This is an optimization exercise on Yosys and OpenROAD, whose aim is small area, a short achievable clock period and few clock cycles, not a production implementation. The RTL of this run was laid out without a check of its function. Power is estimated from default activity; no workload was simulated.

==> design.v <==
module psiframe_crc8 (
  input  wire [31:0] crc_in,
  input  wire [7:0]  data,
  output reg  [31:0] crc_out
);
  integer i;
  reg fb;
  always @(*) begin
    crc_out = crc_in;
    for (i = 7; i >= 0; i = i - 1) begin
      fb      = crc_out[31] ^ data[i];
      crc_out = {crc_out[30:0], 1'b0};
      if (fb)
        crc_out = crc_out ^ 32'h04C11DB7;
    end
  end
endmodule
module psiframe (
  input  wire        clk,
  input  wire        rst,         
  input  wire        cmd_valid,
  input  wire [63:0] cmd,
  output wire        cmd_ready,
  output wire        ev_valid,
  output wire [9:0]  ev,
  input  wire        ev_ready,
  output wire        idle,
  output wire [63:0] st
);
  localparam [1:0] M_IDLE = 2'd0, M_SEC = 2'd1, M_FAULT = 2'd3;
  localparam [3:0] F_SIZE = 4'd1, F_FIELD = 4'd2, F_SEQ = 4'd3, F_OPCODE = 4'd6;
  localparam [7:0] OP_NOP = 8'h00, OP_ABORT = 8'h01, OP_CFG = 8'h02,
                   OP_SEC_BEGIN = 8'h10, OP_PUTB = 8'h11, OP_PUT1 = 8'h12,
                   OP_ALIGN = 8'h13, OP_END_CRC = 8'h14, OP_END_NOCRC = 8'h15;
  localparam [12:0] SECTION_LIMIT = 13'd1021;
  localparam [12:0] LEGACY_LIMIT  = 13'd183;
  localparam [63:0] ABORT_WORD    = 64'h0100000000000000;
  localparam [1:0] MK_SE = 2'd0, MK_AB = 2'd3;
  reg [1:0]  mode;
  reg [3:0]  fault;
  reg        legacy;
  reg [7:0]  acc;
  reg [2:0]  nbits;
  reg [31:0] crc;
  reg [11:0] seclen;
  localparam S_READY = 1'b0, S_EMIT = 1'b1;
  reg        state;
  reg [31:0] sh;         
  reg [2:0]  bcnt;       
  reg        absorb;     
  reg        mk_pend;    
  reg [1:0]  mk_code;
  wire [7:0]  op = cmd[63:56];
  wire [5:0]  n  = cmd[37:32];
  wire [31:0] v  = cmd[31:0];
  reg known, rsv;
  always @(*) begin
    known = 1'b1;
    rsv   = 1'b0;
    case (op)
      OP_NOP, OP_ABORT, OP_SEC_BEGIN, OP_ALIGN, OP_END_CRC, OP_END_NOCRC:
        rsv = |cmd[55:0];
      OP_CFG, OP_PUT1:
        rsv = |cmd[55:1];
      OP_PUTB:
        rsv = |cmd[55:38];
      default:
        known = 1'b0;
    endcase
  end
  wire is_nop     = op == OP_NOP;
  wire is_abort   = op == OP_ABORT;
  wire is_cfg     = op == OP_CFG;
  wire is_begin   = op == OP_SEC_BEGIN;
  wire is_putb    = op == OP_PUTB;
  wire is_put1    = op == OP_PUT1;
  wire is_align   = op == OP_ALIGN;
  wire is_endcrc  = op == OP_END_CRC;
  wire is_endno   = op == OP_END_NOCRC;
  wire is_sink    = is_putb | is_put1 | is_align;
  reg mode_ok;
  always @(*) begin
    if (is_nop)                        mode_ok = 1'b1;
    else if (is_abort)                 mode_ok = 1'b1;
    else if (is_cfg | is_begin)        mode_ok = mode == M_IDLE;
    else                               mode_ok = mode == M_SEC;
  end
  reg [5:0]  nb;
  reg [31:0] pv;
  always @(*) begin
    if (is_putb) begin
      nb = n;
      pv = v;
    end else if (is_put1) begin
      nb = 6'd1;
      pv = {31'd0, cmd[0]};
    end else begin                       
      nb = (nbits == 3'd0) ? 6'd0 : (6'd8 - {3'd0, nbits});
      pv = 32'd0;
    end
  end
  wire [12:0] limit   = legacy ? LEGACY_LIMIT : SECTION_LIMIT;
  wire [5:0]  tot     = {3'd0, nbits} + nb;              
  wire [2:0]  k       = tot[5:3];                        
  wire        size_ok = ({1'b0, seclen} + {10'd0, k}) <= limit;
  wire        crc_fit = ({1'b0, seclen} + 13'd4) <= limit;
  wire        n_ok    = (n != 6'd0) && (n <= 6'd32);
  wire        v_ok    = ({32'd0, v} >> n) == 64'd0;
  reg [3:0] fcode;
  always @(*) begin
    fcode = 4'd0;
    if (!known)                              fcode = F_OPCODE;
    else if (rsv)                            fcode = F_FIELD;
    else if (!mode_ok)                       fcode = F_SEQ;
    else if (is_putb && !(n_ok && v_ok))     fcode = F_FIELD;
    else if ((is_endcrc | is_endno) && nbits != 3'd0)
                                             fcode = F_SEQ;
    else if (is_sink && !size_ok)            fcode = F_SIZE;
    else if (is_endcrc && !crc_fit)          fcode = F_SIZE;
  end
  wire [39:0] w      = ({32'd0, acc} << nb) | {8'd0, pv};
  wire [39:0] w_left = w << (6'd40 - tot);               
  wire [7:0]  rmask  = (8'd1 << tot[2:0]) - 8'd1;
  wire [31:0] crc_next;
  psiframe_crc8 u_crc (.crc_in(crc), .data(sh[31:24]), .crc_out(crc_next));
  wire emitting = state == S_EMIT;
  wire last_beat = (bcnt == 3'd0) || (bcnt == 3'd1 && !mk_pend);
  assign cmd_ready = state == S_READY;
  assign idle      = state == S_READY;
  assign ev_valid  = emitting;
  assign ev        = !emitting        ? 10'd0 :
                     (bcnt != 3'd0)   ? {2'b00, sh[31:24]} :
                                        {2'b10, 6'd0, mk_code};
  assign st = {crc, 1'b0, 8'd0, seclen, nbits, 1'b0, legacy, fault, mode};
  wire accept = cmd_ready && cmd_valid;
  always @(posedge clk) begin
    if (rst) begin
      mode    <= M_IDLE;
      fault   <= 4'd0;
      legacy  <= 1'b0;
      acc     <= 8'd0;
      nbits   <= 3'd0;
      crc     <= 32'hFFFFFFFF;
      seclen  <= 12'd0;
      state   <= S_READY;
      sh      <= 32'd0;
      bcnt    <= 3'd0;
      absorb  <= 1'b0;
      mk_pend <= 1'b0;
      mk_code <= 2'd0;
    end else if (state == S_READY) begin
      if (accept) begin
        if (mode == M_FAULT) begin
          if (cmd == ABORT_WORD) begin
            mode   <= M_IDLE;
            fault  <= 4'd0;
            acc    <= 8'd0;
            nbits  <= 3'd0;
            crc    <= 32'hFFFFFFFF;
            seclen <= 12'd0;
            mk_pend <= 1'b1;
            mk_code <= MK_AB;
            bcnt    <= 3'd0;
            state   <= S_EMIT;
          end
        end else if (fcode != 4'd0) begin
          mode  <= M_FAULT;
          fault <= fcode;
        end else if (is_abort) begin
          if (mode != M_IDLE) begin
            mk_pend <= 1'b1;
            mk_code <= MK_AB;
            bcnt    <= 3'd0;
            state   <= S_EMIT;
          end
          mode   <= M_IDLE;
          acc    <= 8'd0;
          nbits  <= 3'd0;
          crc    <= 32'hFFFFFFFF;
          seclen <= 12'd0;
        end else if (is_cfg) begin
          legacy <= cmd[0];
        end else if (is_begin) begin
          mode   <= M_SEC;
          acc    <= 8'd0;
          nbits  <= 3'd0;
          crc    <= 32'hFFFFFFFF;
          seclen <= 12'd0;
        end else if (is_sink) begin
          acc   <= w[7:0] & rmask;
          nbits <= tot[2:0];
          if (k != 3'd0) begin
            sh      <= w_left[39:8];
            bcnt    <= k;
            absorb  <= 1'b1;
            mk_pend <= 1'b0;
            state   <= S_EMIT;
          end
        end else if (is_endcrc) begin
          mode    <= M_IDLE;
          sh      <= crc;
          bcnt    <= 3'd4;
          absorb  <= 1'b0;
          mk_pend <= 1'b1;
          mk_code <= MK_SE;
          state   <= S_EMIT;
        end else if (is_endno) begin
          mode    <= M_IDLE;
          bcnt    <= 3'd0;
          mk_pend <= 1'b1;
          mk_code <= MK_SE;
          state   <= S_EMIT;
        end
      end
    end else begin
      if (ev_ready) begin
        if (bcnt != 3'd0) begin
          if (absorb)
            crc <= crc_next;
          seclen <= seclen + 12'd1;
          sh     <= {sh[23:0], 8'd0};
          bcnt   <= bcnt - 3'd1;
        end else begin
          mk_pend <= 1'b0;
        end
        if (last_beat)
          state <= S_READY;
      end
    end
  end
endmodule
==> run.sh <==
#!/bin/bash
# synth_recipe.tcl (not shown) runs the flow's synth.tcl, then flattens the netlist and writes it again
# the make line also repeats each setting of config.mk as NAME=value (left out here)
make -C /OpenROAD-flow-scripts/flow DESIGN_CONFIG=/design/flow/config.mk WORK_HOME=/design/flow/orfs CLKGATE_MAP_FILE= SYNTH_SCRIPT=/design/flow/synth_recipe.tcl finish
==> config.mk <==
export PLATFORM = sky130hd
export DESIGN_NAME = psiframe
export DESIGN_NICKNAME = psiframe
export VERILOG_FILES = /design/flow/design.v
export SDC_FILE = /design/flow/constraint.sdc
export NUM_CORES = 4
export LEC_CHECK = 0
export CAP_MARGIN = 20
export CORE_MARGIN = 2
export CORE_UTILIZATION = 40
export SLEW_MARGIN = 20
==> constraint.sdc <==
create_clock -name core_clock -period 10.0 [get_ports {clk}]
set_input_delay 2.0000 -clock core_clock [delete_from_list [all_inputs] [get_ports {clk}]]
set_output_delay 2.0000 -clock core_clock [all_outputs]
set_load 0.01 [all_outputs]
==> reports/summary.txt <==
Final ANT Viol Nets: 0
clock edge transition at the registers on the reported setup and hold paths: 0.08 ns
max-slew violations: 0
core area: 0.0305 mm²
number of synthesized flops with an enable pin: 0
grt ovf: 0
# DRC: 0
hold crit path type: reg -> reg
final WL: 51600 µm
fmax: 107 MHz
fill cell count: 3060
TritonRoute pass-1 iters: 8
IO Port Bufs: 132
slew of the pin with the lowest slew margin: 1.03 ns
Power per Cell Area: 64.8 mW/mm²
drt initial violations: 2069
Die W: 180 µm
Initial Util: 40.5%
sequential element share of the synthesized area: 16.2%
vias per cell: 6.71
IO Pins: 145
diode count: 0
largest net degree at the start of global routing: 63
Yosys top cell by area: dfxtp_1
Layout area overhead: 15.6%
Syn Inst Count: 1650
final core occ: 46.8%
Synth Register Bits: 100
clk buf depth: 2
total CTS buffers: 9
DR WL/cell: 24.4 µm
Resize count post-CTS: 0
CP Launch Type: primary input
die height: 180 µm
top-area cell type share of the netlist area: 16.2%
vias: 14213
later-pin clock latency in the skew report: 0.37 ns
CTS tree: yes
Clock Sinks: 100
Final min period: 9.38 ns
Fin. Hold Viols: 0
GRT Util Overall: 31.0%
H-tree depth: 3
die area: 0.0323 mm²
CP max stage delay: 0.65 ns
clock tree root buffer cell: clkbuf_16
Critical Path Sink Type: flop
Worst Path Buf+Inv: 6
Worst Skew: 0.0183 ns
ranking of synthesized cells by area: dfxtp_1 (16%), xnor2_1 (4.8%), nand2_1 (4.5%)
Max-Cap Viols: 0
unrepaired setup endpoints after global routing: false
area occupied by registers: 0.00200 mm²
Top delay family on crit path: compound AO/OA/AOI/OAI gates
outcome: no timing/DRC/antenna violations
Hold Buf Count CTS: 0
final worst-path cycle share: 93.8%
Setup violations, final: 0
prevailing post-synth register cell: dfxtp_1
Worst IR Drop VDD: 0.0781 mV
Worst EP arrival: 9.63 ns
share of cells above drive strength 1: 10.3%
hold slack: 0.456 ns
Leak: 0.00493 µW
Slowest cell on crit path: or4_4
Max-slew headroom: 30.7%
vias in the first global route: 13254
Async SR Flop Fraction: 0%
Ys Warns: 2
first-pass GRT wire length: 80200 µm
Critical Path Fanout Max: 46
mapped cell area: 0.0124 mm²
syn_area_per_cell: 7.49 µm²
RePlAce Congestion: 0.995
initial antenna violation count: 0
Detailed Place HPWL: 39500 µm
Core Rows: 64
WP data required: 10.25 ns
setup TNS: 0 ns
area of the multi-input gates: 0.00958 mm²
Post-layout nets: 1819
Unique masters post-synth: 110
crit path kind: in -> reg
## layer usage
| metal | GRT usage [%] | up-vias | routed length (µm) |
|---|---|---|---|
| met4 | 11.3 | 0 | 1880 |
| met5 | 0 | - | 0 |
| met1 | 42.1 | 6787 | 21800 |
| met2 | 49.1 | 851 | 23000 |
| met3 | 5.55 | 131 | 4950 |
| li1 | - | 6444 | - |
## worst min-delay path, delay by kind of cell (launching register included)
kind	cells	cell delay, ns
DFF	1	0.32
and+or+nand+nor	1	0.05
AOI/OAI and AO/OA	1	0.05
## cell usage in the layout, fill, tap and decap left out, types with 25 or more instances in the layout
master / count
mux2i_1: 47
inv_1: 51
xnor2_1: 68
nor4_1: 28
buf_4: 51
nand3_1: 42
dfxtp_1: 99
clkdlybuf4s50_1: 131
o21ai_0: 82
xor2_1: 29
a21oi_1: 106
a211oi_1: 37
nor3_1: 49
nor2_1: 129
and3_1: 33
nand2_1: 147
o211ai_1: 32
a22oi_1: 30
o22ai_1: 33
mux2_2: 25
ha_1: 29
## registers in the layout, summed over array words and instances (netlist names)
register  flops
sh           32
acc           8
nbits         3
state         1
fault         3
crc          32
legacy        1
mk_code       1
bcnt          3
absorb        1
mode          2
mk_pend       1
seclen       12
## cells by family after synthesis
logic type | synth area share [%]
AO/OA/AOI/OAI | 33.7
XOR/XNOR | 7.37
adder cells (fa/ha/maj) | 3.46
buffers and inverters | 6.84
flip-flops | 16.2
multiplexers | 9.67
other | 0.0304
AND/OR/NAND/NOR | 22.7
## path summary, 6_finish.rpt
path,startpoint,to,slack (ns),depth (start not counted)
hold reg to reg,sh[11],sh[11],0.46,2
setup reg to reg,nbits[1],crc[9],2.04,32
setup / recovery,cmd[63],crc[9],0.62,31
hold / removal,sh[11],sh[11],0.46,2
## cell usage after synthesis, drive strengths merged, types with 33 or more instances
master	count
nor2	131
xnor2	68
mux2i	47
nor3	52
nand2	147
buf	45
and3	33
dfxtp	100
nand3	43
a21oi	108
a211oi	46
o21ai	93
inv	57
nor4	33
o22ai	33
o211ai	33
clkbuf	92
## through the flow
stage / total power [µW] / instances / worst slack (ns) / instance area, µm²
finish: 926 / 2119 / 0.620 / 14300
global route: 955 / 2119 / 0.0273 / 14300
CTS: 925 / 2119 / 0.598 / 14300
detailed placement: 577 / 2103 / 0.243 / 14000
global placement: 577 / 2103 / 0.460 / 14000
floorplan: 507 / 1661 / 1.10 / 12400
## power breakdown
group / internal (µW) / switching [µW]
logic: 68.5 / 99.0
registers: 401 / 3.69
clock network: 175 / 179
total: 644 / 282
## layout make-up
type	count	share of cell area, %
Clock inverter	6	0.429
Multi-Input combinational cell	1366	67.1
Timing Repair Buffer	183	11.9
Inverter	58	1.52
Tap cell	396	3.47
Clock buffer	10	1.60
Sequential cell	100	14.0
## repair_timing
item                                    4_1_cts  5_1_grt
endpoints found under the setup margin        0       10
buffers inserted                              0        0
endpoints found under the hold margin         0        0

re-timing with driven ports:
In the flow no input, the clock included, has a driving cell. The finished layout below was timed again as built, in two steps.
Step 1 assumes that a clkbuf_16 drives the clock port and a buf_2 every other input.
Step 2 adds t to the input delays and takes it off the output delays; t is the mean of the earliest and latest rising clock arrival at the registers after step 1. Input paths then give back, and output paths get back, about the clock's delay inside the block.
a / b / c = ideal / step 1 / step 2; a / b = the first two.
t, ns: 0.408
slack for setup (ns): 0.620 / 0.640 / 0.231
slew at the worst register clock pin (ns): 0.09 / 0.09
After both steps setup and hold are still met in this run. The setup slack of this run moves by +0.020 ns with the drivers and by -0.389 ns with both steps.
